From an optimization exercise on the open Yosys and OpenROAD flow, aimed at small area; shortcuts taken in it are not production practice.
Power figures rest on the tool's default switching activity, not on a simulated workload.

==> run R <==
==> flow/design.v <==
module solar16_core (
    input  wire        clk,
    input  wire        rst,           
    input  wire [16:0] prog_len,      
    output wire        imem_req,
    output wire [15:0] imem_addr,
    input  wire        imem_ack,
    input  wire [31:0] imem_rdata,
    output wire        dmem_req,
    output wire        dmem_we,
    output wire [15:0] dmem_addr,
    output wire [7:0]  dmem_wdata,
    input  wire        dmem_ack,
    input  wire [7:0]  dmem_rdata,
    output wire        in_req,
    input  wire        in_ack,
    input  wire        in_eof,
    input  wire [20:0] in_char,
    output wire        out_valid,
    output wire [7:0]  out_data,
    output wire [1:0]  run_state,     
    output wire [2:0]  fault_cause,
    output wire [16:0] fault_pc,
    output wire [7:0]  fault_opcode,
    output wire [7:0]  fault_operand,
    output wire [16:0] pc_out,
    output wire        z_out,
    input  wire [3:0]  dbg_sel,
    output wire [15:0] dbg_reg
);
    localparam S_CLEAR = 5'd0,    
               S_FETCH = 5'd1,    
               S_FWAIT = 5'd2,    
               S_EXEC  = 5'd3,    
               S_RS    = 5'd4,    
               S_RD    = 5'd5,    
               S_CAPA  = 5'd6,    
               S_MUL   = 5'd7,    
               S_SH    = 5'd8,    
               S_MQ1   = 5'd9,    
               S_MW1   = 5'd10,
               S_MQ2   = 5'd11,   
               S_MW2   = 5'd12,
               S_INQ   = 5'd13,   
               S_INW   = 5'd14,
               S_HALT  = 5'd15,
               S_SHX   = 5'd16,   
               S_F1    = 5'd17,   
               S_F2    = 5'd18,
               S_F3    = 5'd19,
               S_F4    = 5'd20;
    localparam O_ADD = 4'd0, O_SUB = 4'd1, O_MUL = 4'd2, O_MOV = 4'd3,
               O_LD  = 4'd4, O_ST  = 4'd5, O_CLR = 4'd6, O_CMP = 4'd7,
               O_AND = 4'd8, O_NOT = 4'd9, O_OR  = 4'd10, O_XOR = 4'd11,
               O_SHL = 4'd12, O_SHR = 4'd13;
    reg [4:0]   state;
    reg [3:0]   opc;
    reg [3:0]   kr;          
    reg [3:0]   cnt;
    reg [16:0]  pc;
    reg         zf;
    reg [31:0]  ir;
    reg [255:0] ring;
    wire [15:0] A  = ir[15:0];
    wire [15:0] B  = ir[31:16];
    wire [15:0] w0 = ring[15:0];
    wire [7:0] op  = A[7:0];
    reg legal, uses1, uses2;
    always @(*) begin
        legal = 1'b1; uses1 = 1'b0; uses2 = 1'b0;
        case (op)
            8'h00, 8'h01, 8'h02, 8'h11, 8'h12, 8'h13, 8'h41, 8'h44, 8'h45:
                uses1 = 1'b1;
            8'h03, 8'h04, 8'h05, 8'h10, 8'h30, 8'h40, 8'h42, 8'h43: begin
                uses1 = 1'b1; uses2 = 1'b1;
            end
            8'h20, 8'h21, 8'h22, 8'h23, 8'hF0, 8'hFF: ;
            default: legal = 1'b0;
        endcase
    end
    wire bad1 = uses1 && (A[15:12] != 4'd0);
    wire bad2 = uses2 && (B[7:4] != 4'd0);
    wire ok   = legal && !bad1 && !bad2;
    reg [3:0] dec_opc;
    always @(*) begin
        case (op)
            8'h00, 8'h03: dec_opc = O_ADD;
            8'h01, 8'h04: dec_opc = O_SUB;
            8'h02, 8'h05: dec_opc = O_MUL;
            8'h10:        dec_opc = O_MOV;
            8'h11:        dec_opc = O_LD;
            8'h12:        dec_opc = O_ST;
            8'h13:        dec_opc = O_CLR;
            8'h30:        dec_opc = O_CMP;
            8'h40:        dec_opc = O_AND;
            8'h41:        dec_opc = O_NOT;
            8'h42:        dec_opc = O_OR;
            8'h43:        dec_opc = O_XOR;
            8'h44:        dec_opc = O_SHL;
            default:      dec_opc = O_SHR;
        endcase
    end
    wire jump = (op == 8'h20) || (op == 8'h21 && zf) || (op == 8'h22 && !zf);
    wire hit_rd = (kr == 4'd15);             
    wire hit_rs = (cnt == B[3:0]);
    wire st_rd   = (state == S_RD);
    wire st_mul  = (state == S_MUL);
    wire st_sh   = (state == S_SH);
    wire st_exec = (state == S_EXEC);
    wire is_shr  = (opc == O_SHR);
    wire [3:0] sh_lim = is_shr ? ~A[3:0] : A[3:0];
    wire sh_on = (kr < sh_lim);
    wire [3:0] kin = st_mul ? kr : (st_sh && is_shr && hit_rd) ? ~A[3:0] : 4'hF;
    wire [15:0] mask;
    genvar gi;
    generate
        for (gi = 0; gi < 16; gi = gi + 1) begin : g_mask
            assign mask[gi] = (gi <= kin);
        end
    endgenerate
    wire xw  = st_rd;                         
    wire xb  = st_mul || st_sh;               
    wire sub = st_rd && (opc == O_SUB);
    wire [15:0] bsh = {B[14:0], 1'b0};
    wire [15:0] ax = (w0 & {16{xw}}) | (bsh & {16{xb}}) | (pc[15:0] & {16{st_exec}});
    wire [15:0] ay = st_mul  ? (A & mask & {16{B[15]}}) :
                     st_sh   ? 16'd0 :
                     st_exec ? 16'd4 : (B ^ {16{sub}});
    wire        cin = sub || (state == S_MQ1) || (st_sh && is_shr && B[15]);
    wire [16:0] cy;
    wire [16:0] asum;
    assign cy[0] = cin;
    generate
        for (gi = 0; gi < 16; gi = gi + 1) begin : g_add
            assign asum[gi] = ax[gi] ^ ay[gi] ^ cy[gi];
            assign cy[gi+1] = (ax[gi] & ay[gi]) | (cy[gi] & (ax[gi] ^ ay[gi]));
        end
    endgenerate
    assign asum[16] = cy[16];
    wire [15:0] msum = (asum[15:0] & mask) | (bsh & ~mask & {16{st_mul}});
    reg [3:0] lut;
    always @(*) begin
        case (state)
            S_CLEAR:        lut = 4'b0000;
            S_RS, S_CAPA:   lut = 4'b1100;           
            S_RD: case (opc)
                O_AND:      lut = 4'b1000;
                O_OR:       lut = 4'b1110;
                O_XOR, O_CMP: lut = 4'b0110;
                O_NOT:      lut = 4'b0011;
                O_CLR:      lut = 4'b0000;
                default:    lut = 4'b1010;           
            endcase
            default:        lut = 4'b1010;           
        endcase
    end
    wire [15:0] lres = (w0 & B & {16{lut[3]}}) | (w0 & ~B & {16{lut[2]}}) |
                       (~w0 & B & {16{lut[1]}}) | (~w0 & ~B & {16{lut[0]}});
    wire [15:0] in_value = (in_eof || in_char == 21'd10) ? 16'd0 : in_char[15:0];
    wire [15:0] ext = (state == S_INW) ? in_value : {dmem_rdata, A[15:8]};
    wire use_sum = (st_rd && (opc == O_ADD || opc == O_SUB)) || st_mul ||
                   (st_sh && !(hit_rd && !is_shr)) || (state == S_MQ1) ||
                   (st_exec && !jump);
    wire use_ext = (state == S_MW1) || (state == S_MW2) || (state == S_INW);
    wire [15:0] bus = use_sum ? msum : use_ext ? ext : lres;
    wire bus_zero = (bus == 16'd0);
    wire we = (state == S_CLEAR) ||
              (hit_rd && ((st_rd && opc != O_CMP) || st_mul || st_sh));
    always @(posedge clk)
        ring <= {we ? bus : w0, ring[255:16]};
    wire pc_ok = (pc[1:0] == 2'b00) && (pc[16:2] < prog_len[16:2]);
    assign imem_req  = (state == S_FETCH) && pc_ok;
    assign imem_addr = pc[15:0];
    assign dmem_req  = (state == S_MQ1) || (state == S_MQ2);
    assign dmem_we   = (opc == O_ST);
    assign dmem_addr = B;
    assign dmem_wdata = A[7:0];
    assign in_req    = (state == S_INQ);
    assign out_valid = (state == S_MQ1) && (opc == O_ST) && (B == 16'hFF00);
    assign out_data  = A[7:0];
    wire faulted = (state == S_F1) || (state == S_F2) || (state == S_F3) || (state == S_F4);
    assign run_state   = faulted ? 2'd2 : (state == S_HALT) ? 2'd1 : 2'd0;
    assign fault_cause = (state == S_F1) ? 3'd1 : (state == S_F2) ? 3'd2 :
                         (state == S_F3) ? 3'd3 : (state == S_F4) ? 3'd4 : 3'd0;
    assign fault_pc    = faulted ? pc : 17'd0;
    assign fault_opcode  = (state == S_F1 || state == S_F4) ? A[7:0] : 8'd0;
    assign fault_operand = (state == S_F4) ? ((A[15:12] != 4'd0) ? A[15:8] : B[7:0]) : 8'd0;
    assign pc_out  = pc;
    assign z_out   = zf;
    wire [3:0] dpos = dbg_sel - cnt;
    reg [15:0] dbg_or;
    integer di;
    always @(*) begin
        dbg_or = 16'd0;
        for (di = 0; di < 16; di = di + 1)
            dbg_or = dbg_or | (ring[16 * di +: 16] & {16{dpos == di}});
    end
    assign dbg_reg = dbg_or;
    always @(posedge clk) begin
        if (rst) begin
            state <= S_CLEAR;
            cnt   <= 4'd0;
            pc    <= 17'd0;
            zf    <= 1'b0;
        end else begin
            cnt <= cnt + 4'd1;
            kr  <= st_exec ? cnt - A[11:8] : kr + 4'd1;
            if (hit_rd && ((st_rd && opc != O_MOV && opc != O_LD) || st_mul || st_sh))
                zf <= bus_zero;
            case (state)
                S_CLEAR: if (cnt == 4'd15) state <= S_FETCH;
                S_FETCH: begin
                    if (pc[1:0] != 2'b00)  state <= S_F2;
                    else if (!pc_ok)       state <= S_F3;
                    else                   state <= S_FWAIT;
                end
                S_FWAIT: if (imem_ack) begin
                    ir    <= imem_rdata;
                    state <= S_EXEC;
                end
                S_EXEC: begin
                    opc <= dec_opc;
                    if (ok && op != 8'h23)
                        pc <= {use_sum & asum[16], bus};
                    if (!legal)                state <= S_F1;
                    else if (bad1 || bad2)     state <= S_F4;
                    else case (op)
                        8'h00, 8'h01, 8'h13, 8'h41: state <= S_RD;
                        8'h02, 8'h12:               state <= S_CAPA;
                        8'h44, 8'h45:               state <= S_SHX;
                        8'h11: state <= (B == 16'hFF10) ? S_INQ : S_MQ1;
                        8'h20, 8'h21, 8'h22, 8'hFF: state <= S_FETCH;
                        8'h23: state <= S_HALT;
                        8'hF0: begin zf <= 1'b0; state <= S_FETCH; end
                        default: state <= S_RS;     
                    endcase
                end
                S_SHX: begin
                    ir[15:0] <= bus;                
                    state    <= S_CAPA;
                end
                S_RS: if (hit_rs) begin
                    ir[31:16] <= bus;
                    state     <= (opc == O_MUL) ? S_CAPA : S_RD;
                end
                S_CAPA: if (hit_rd) begin
                    if (opc == O_SHL || opc == O_SHR) ir[31:16] <= bus;
                    else                              ir[15:0]  <= bus;
                    state <= (opc == O_MUL) ? S_MUL : (opc == O_ST) ? S_MQ1 : S_SH;
                end
                S_RD:  if (hit_rd) state <= S_FETCH;
                S_MUL: begin
                    ir[31:16] <= bus;
                    if (hit_rd) state <= S_FETCH;
                end
                S_SH: begin
                    if (sh_on) ir[31:16] <= bus;
                    if (hit_rd) state <= S_FETCH;
                end
                S_MQ1: begin
                    ir[31:16] <= bus;               
                    state     <= S_MW1;
                end
                S_MW1: if (dmem_ack) begin
                    ir[15:0] <= bus;                
                    state    <= S_MQ2;
                end
                S_MQ2: state <= S_MW2;
                S_MW2: if (dmem_ack) begin
                    ir[31:16] <= bus;
                    state     <= (opc == O_LD) ? S_RD : S_FETCH;
                end
                S_INQ: state <= S_INW;
                S_INW: if (in_ack) begin
                    ir[31:16] <= bus;
                    state     <= S_RD;
                end
                default: ;   
            endcase
        end
    end
endmodule
==> flow/flow/run.sh <==
#!/bin/bash
# Standard layout, with the port buffers made of the smallest buffer cell.
set -euo pipefail
bash standard.sh 'BUFFER_PORTS_ARGS=-buffer_cell sky130_fd_sc_hd__buf_1' finish > flow_make.log 2>&1
==> flow/standard.sh <==
#!/bin/bash
# synth_recipe.tcl (not shown) runs the flow's synth.tcl, then flattens the netlist and writes it again
# the make line also repeats each setting of config.mk as NAME=value (left out here)
make -C /OpenROAD-flow-scripts/flow DESIGN_CONFIG=/design/flow/config.mk WORK_HOME=/design/flow/orfs CLKGATE_MAP_FILE= SYNTH_SCRIPT=/design/flow/synth_recipe.tcl "${@:-finish}"
==> flow/config.mk <==
export PLATFORM = sky130hd
export DESIGN_NAME = solar16_core
export DESIGN_NICKNAME = solar16_core
export VERILOG_FILES = /design/flow/design.v
export SDC_FILE = /design/flow/constraint.sdc
export NUM_CORES = 4
export LEC_CHECK = 0
export CAP_MARGIN = 20
export CORE_MARGIN = 2
export CORE_UTILIZATION = 40
export PLACE_DENSITY = 0.6
export SLEW_MARGIN = 20
==> flow/constraint.sdc <==
create_clock -name core_clock -period 10.0 [get_ports {clk}]
set_input_delay 2.0000 -clock core_clock [delete_from_list [all_inputs] [get_ports {clk}]]
set_output_delay 2.0000 -clock core_clock [all_outputs]
set_load 0.01 [all_outputs]
==> run D: changes against run R <==
--- a/flow/design.v
+++ b/flow/design.v
@@ -48,7 +48,8 @@
                S_F1    = 5'd17,   
                S_F2    = 5'd18,
                S_F3    = 5'd19,
-               S_F4    = 5'd20;
+               S_F4    = 5'd20,   
+               S_F4B   = 5'd21;   
     localparam O_ADD = 4'd0, O_SUB = 4'd1, O_MUL = 4'd2, O_MOV = 4'd3,
                O_LD  = 4'd4, O_ST  = 4'd5, O_CLR = 4'd6, O_CMP = 4'd7,
                O_AND = 4'd8, O_NOT = 4'd9, O_OR  = 4'd10, O_XOR = 4'd11,
@@ -108,9 +109,8 @@
     wire st_sh   = (state == S_SH);
     wire st_exec = (state == S_EXEC);
     wire is_shr  = (opc == O_SHR);
-    wire [3:0] sh_lim = is_shr ? ~A[3:0] : A[3:0];
-    wire sh_on = (kr < sh_lim);
-    wire [3:0] kin = st_mul ? kr : (st_sh && is_shr && hit_rd) ? ~A[3:0] : 4'hF;
+    wire sh_on = (kr < A[3:0]);
+    wire [3:0] kin = st_mul ? kr : (st_sh && is_shr && hit_rd) ? A[3:0] : 4'hF;
     wire [15:0] mask;
     genvar gi;
     generate
@@ -143,6 +143,7 @@
         case (state)
             S_CLEAR:        lut = 4'b0000;
             S_RS, S_CAPA:   lut = 4'b1100;           
+            S_SHX:          lut = is_shr ? 4'b0101 : 4'b1010;   
             S_RD: case (opc)
                 O_AND:      lut = 4'b1000;
                 O_OR:       lut = 4'b1110;
@@ -168,6 +169,8 @@
               (hit_rd && ((st_rd && opc != O_CMP) || st_mul || st_sh));
     always @(posedge clk)
         ring <= {we ? bus : w0, ring[255:16]};
+    always @(posedge clk)
+        kr <= st_exec ? cnt - A[11:8] : kr + 4'd1;
     wire pc_ok = (pc[1:0] == 2'b00) && (pc[16:2] < prog_len[16:2]);
     assign imem_req  = (state == S_FETCH) && pc_ok;
     assign imem_addr = pc[15:0];
@@ -178,13 +181,14 @@
     assign in_req    = (state == S_INQ);
     assign out_valid = (state == S_MQ1) && (opc == O_ST) && (B == 16'hFF00);
     assign out_data  = A[7:0];
-    wire faulted = (state == S_F1) || (state == S_F2) || (state == S_F3) || (state == S_F4);
+    wire f_reg   = (state == S_F4) || (state == S_F4B);
+    wire faulted = (state == S_F1) || (state == S_F2) || (state == S_F3) || f_reg;
     assign run_state   = faulted ? 2'd2 : (state == S_HALT) ? 2'd1 : 2'd0;
     assign fault_cause = (state == S_F1) ? 3'd1 : (state == S_F2) ? 3'd2 :
-                         (state == S_F3) ? 3'd3 : (state == S_F4) ? 3'd4 : 3'd0;
+                         (state == S_F3) ? 3'd3 : f_reg ? 3'd4 : 3'd0;
     assign fault_pc    = faulted ? pc : 17'd0;
-    assign fault_opcode  = (state == S_F1 || state == S_F4) ? A[7:0] : 8'd0;
-    assign fault_operand = (state == S_F4) ? ((A[15:12] != 4'd0) ? A[15:8] : B[7:0]) : 8'd0;
+    assign fault_opcode  = (state == S_F1 || f_reg) ? A[7:0] : 8'd0;
+    assign fault_operand = ((state == S_F4) ? A[15:8] : 8'd0) | ((state == S_F4B) ? B[7:0] : 8'd0);
     assign pc_out  = pc;
     assign z_out   = zf;
     wire [3:0] dpos = dbg_sel - cnt;
@@ -204,7 +208,6 @@
             zf    <= 1'b0;
         end else begin
             cnt <= cnt + 4'd1;
-            kr  <= st_exec ? cnt - A[11:8] : kr + 4'd1;
             if (hit_rd && ((st_rd && opc != O_MOV && opc != O_LD) || st_mul || st_sh))
                 zf <= bus_zero;
             case (state)
@@ -223,7 +226,8 @@
                     if (ok && op != 8'h23)
                         pc <= {use_sum & asum[16], bus};
                     if (!legal)                state <= S_F1;
-                    else if (bad1 || bad2)     state <= S_F4;
+                    else if (bad1)             state <= S_F4;
+                    else if (bad2)             state <= S_F4B;
                     else case (op)
                         8'h00, 8'h01, 8'h13, 8'h41: state <= S_RD;
                         8'h02, 8'h12:               state <= S_CAPA;
==> flow/flow/run.sh (replaced) <==
#!/bin/bash
# Standard layout, with the port buffers made of the smallest buffer cell and
# the resizer kept to small signal buffers.
set -euo pipefail
T=$PWD/flow/small_bufs.tcl
bash standard.sh 'BUFFER_PORTS_ARGS=-buffer_cell sky130_fd_sc_hd__buf_1' \
  "PRE_FLOORPLAN_TCL=$T" "PRE_GLOBAL_PLACE_TCL=$T" "PRE_RESIZE_TCL=$T" \
  "PRE_REPAIR_TIMING_POST_PLACE_TCL=$T" "PRE_GLOBAL_ROUTE_TCL=$T" finish > flow_make.log 2>&1
==> flow/flow/small_bufs.tcl (new file) <==
# Keep the resizer's buffers small: signal buffers up to drive strength 2.
set_dont_use {sky130_fd_sc_hd__buf_4 sky130_fd_sc_hd__buf_6 sky130_fd_sc_hd__buf_8 sky130_fd_sc_hd__buf_12 sky130_fd_sc_hd__buf_16 sky130_fd_sc_hd__bufbuf_8 sky130_fd_sc_hd__bufbuf_16}
CORE_UTILIZATION = 55   (was 40)
CTS_BUF_LIST = sky130_fd_sc_hd__clkbuf_8   (was not set)
CTS_CLUSTER_DIAMETER = 80   (was not set)
CTS_CLUSTER_SIZE = 14   (was not set)
PLACE_DENSITY = 0.7   (was 0.6)
==> run E: changes against run R <==
--- a/flow/design.v
+++ b/flow/design.v
@@ -118,14 +118,33 @@
             assign mask[gi] = (gi <= kin);
         end
     endgenerate
-    wire xw  = st_rd;                         
-    wire xb  = st_mul || st_sh;               
+    reg [3:0] lut;
+    always @(*) begin
+        case (state)
+            S_CLEAR, S_MQ1: lut = 4'b0000;
+            S_RS, S_CAPA:   lut = 4'b1100;           
+            S_RD: case (opc)
+                O_ADD, O_SUB: lut = 4'b1100;         
+                O_AND:      lut = 4'b1000;
+                O_OR:       lut = 4'b1110;
+                O_XOR, O_CMP: lut = 4'b0110;
+                O_NOT:      lut = 4'b0011;
+                O_CLR:      lut = 4'b0000;
+                default:    lut = 4'b1010;           
+            endcase
+            default:        lut = 4'b1010;           
+        endcase
+    end
+    wire [15:0] lres = (w0 & B & {16{lut[3]}}) | (w0 & ~B & {16{lut[2]}}) |
+                       (~w0 & B & {16{lut[1]}}) | (~w0 & ~B & {16{lut[0]}});
+    wire xb  = st_mul || (st_sh && !(hit_rd && !is_shr));
+    wire xp  = st_exec && !jump;
     wire sub = st_rd && (opc == O_SUB);
+    wire yb  = (st_rd && (opc == O_ADD || opc == O_SUB)) || (state == S_MQ1);
     wire [15:0] bsh = {B[14:0], 1'b0};
-    wire [15:0] ax = (w0 & {16{xw}}) | (bsh & {16{xb}}) | (pc[15:0] & {16{st_exec}});
-    wire [15:0] ay = st_mul  ? (A & mask & {16{B[15]}}) :
-                     st_sh   ? 16'd0 :
-                     st_exec ? 16'd4 : (B ^ {16{sub}});
+    wire [15:0] ax = xb ? bsh : xp ? pc[15:0] : lres;
+    wire [15:0] ay = ((B ^ {16{sub}}) & {16{yb}}) | (A & mask & {16{B[15] & st_mul}}) |
+                     {13'd0, xp, 2'd0};
     wire        cin = sub || (state == S_MQ1) || (st_sh && is_shr && B[15]);
     wire [16:0] cy;
     wire [16:0] asum;
@@ -138,36 +157,18 @@
     endgenerate
     assign asum[16] = cy[16];
     wire [15:0] msum = (asum[15:0] & mask) | (bsh & ~mask & {16{st_mul}});
-    reg [3:0] lut;
-    always @(*) begin
-        case (state)
-            S_CLEAR:        lut = 4'b0000;
-            S_RS, S_CAPA:   lut = 4'b1100;           
-            S_RD: case (opc)
-                O_AND:      lut = 4'b1000;
-                O_OR:       lut = 4'b1110;
-                O_XOR, O_CMP: lut = 4'b0110;
-                O_NOT:      lut = 4'b0011;
-                O_CLR:      lut = 4'b0000;
-                default:    lut = 4'b1010;           
-            endcase
-            default:        lut = 4'b1010;           
-        endcase
-    end
-    wire [15:0] lres = (w0 & B & {16{lut[3]}}) | (w0 & ~B & {16{lut[2]}}) |
-                       (~w0 & B & {16{lut[1]}}) | (~w0 & ~B & {16{lut[0]}});
     wire [15:0] in_value = (in_eof || in_char == 21'd10) ? 16'd0 : in_char[15:0];
     wire [15:0] ext = (state == S_INW) ? in_value : {dmem_rdata, A[15:8]};
-    wire use_sum = (st_rd && (opc == O_ADD || opc == O_SUB)) || st_mul ||
-                   (st_sh && !(hit_rd && !is_shr)) || (state == S_MQ1) ||
-                   (st_exec && !jump);
+    wire use_sum = 1'b1;
     wire use_ext = (state == S_MW1) || (state == S_MW2) || (state == S_INW);
-    wire [15:0] bus = use_sum ? msum : use_ext ? ext : lres;
+    wire [15:0] bus = use_ext ? ext : msum;
     wire bus_zero = (bus == 16'd0);
     wire we = (state == S_CLEAR) ||
               (hit_rd && ((st_rd && opc != O_CMP) || st_mul || st_sh));
     always @(posedge clk)
         ring <= {we ? bus : w0, ring[255:16]};
+    always @(posedge clk)
+        kr <= st_exec ? cnt - A[11:8] : kr + 4'd1;
     wire pc_ok = (pc[1:0] == 2'b00) && (pc[16:2] < prog_len[16:2]);
     assign imem_req  = (state == S_FETCH) && pc_ok;
     assign imem_addr = pc[15:0];
@@ -204,7 +205,6 @@
             zf    <= 1'b0;
         end else begin
             cnt <= cnt + 4'd1;
-            kr  <= st_exec ? cnt - A[11:8] : kr + 4'd1;
             if (hit_rd && ((st_rd && opc != O_MOV && opc != O_LD) || st_mul || st_sh))
                 zf <= bus_zero;
             case (state)
CTS_CLUSTER_DIAMETER = 110   (was not set)
CTS_CLUSTER_SIZE = 24   (was not set)
==> run summary <==
Run status: run D timing/DRC/antenna clean; run R timing/DRC/antenna clean; run E timing/DRC/antenna clean
Combinational cell power: run D 1660 uW; run R 1640 uW; run E 713 uW
R2r worst-path depth: run D 29; run R 25; run E 29
Hold WS: run D 343 ps; run R 329 ps; run E 338 ps
Instance count of the mapped netlist: run D 1514; run R 1489; run E 1445
Clock latency of the later-clocked register in the worst-skew pair: run D 600 ps; run R 600 ps; run E 530 ps
Met2 wire length: run D 24900 microns; run R 26000 microns; run E 24400 microns
Max frequency: run D 104 MHz; run R 105 MHz; run E 103 MHz
Post-synthesis adder-cell area fraction: run D 4.52%; run R 4.63%; run E 4.51%
Total placed instance area: run D 15700 sq um; run R 15800 sq um; run E 16500 sq um
Gate power share: run D 36.1%; run R 31.6%; run E 20.9%
Fraction of area in multi-input gates: run D 44.7%; run R 40.8%; run E 43.2%
CTS clk-pin slew, worst paths: run D 100 ps; run R 70 ps; run E 100 ps
Maximum number of pins on one net before global-route repair: run D 27; run R 32; run E 33
Depth of the critical timing path with buffers and inverters included: run D 29; run R 25; run E 29
Iteration-0 DRC Markers: run D 1521; run R 1292; run E 936
Part of the Yosys area used for sequential elements: run D 45.9%; run R 47.3%; run E 46.2%
Post-synthesis xor/xnor area fraction: run D 2.12%; run R 2.29%; run E 1.75%
First-pass GRT wire length: run D 77200 microns; run R 80200 microns; run E 77000 microns
GP Congestion: run D 1.01; run R 0.979; run E 0.946
Psw: run D 1890 uW; run R 2020 uW; run E 1090 uW
Detail-routed via count per cell: run D 6.50; run R 6.09; run E 5.94
Power share of the clock group: run D 14.3%; run R 23.9%; run E 23.9%
Function was not checked in any run of this note: the RTL went through the layout flow alone.

-- re-timing with driven ports --
Ports are ideal in the flow. The routed layouts listed here were re-timed in OpenROAD.
Step 1 (the two cells are an assumption about what drives the block):
set clk [get_ports {clk}]
set_driving_cell -lib_cell sky130_fd_sc_hd__clkbuf_16 $clk
set_driving_cell -lib_cell sky130_fd_sc_hd__buf_2 [delete_from_list [all_inputs] $clk]
Step 2 moves the port delays by t, midway between the first and last clock arrival at a register: inputs arrive t later, outputs are due t later. That takes back most of the time a late clock gives input paths.
Slacks: ideal ports / drivers / drivers and shift; pairs: ideal ports / drivers.
run	t (ns)	slack for setup (ns)	worst setup path at the end	cell pins on the clock port's net
run R	0.634	0.445 / 0.445 / 0.445	register to register	1
run D	0.626	0.410 / 0.410 / 0.410	register to register	1
run E	0.573	0.328 / 0.328 / 0.328	register to register	1
After both steps setup and hold are still met in every run listed.
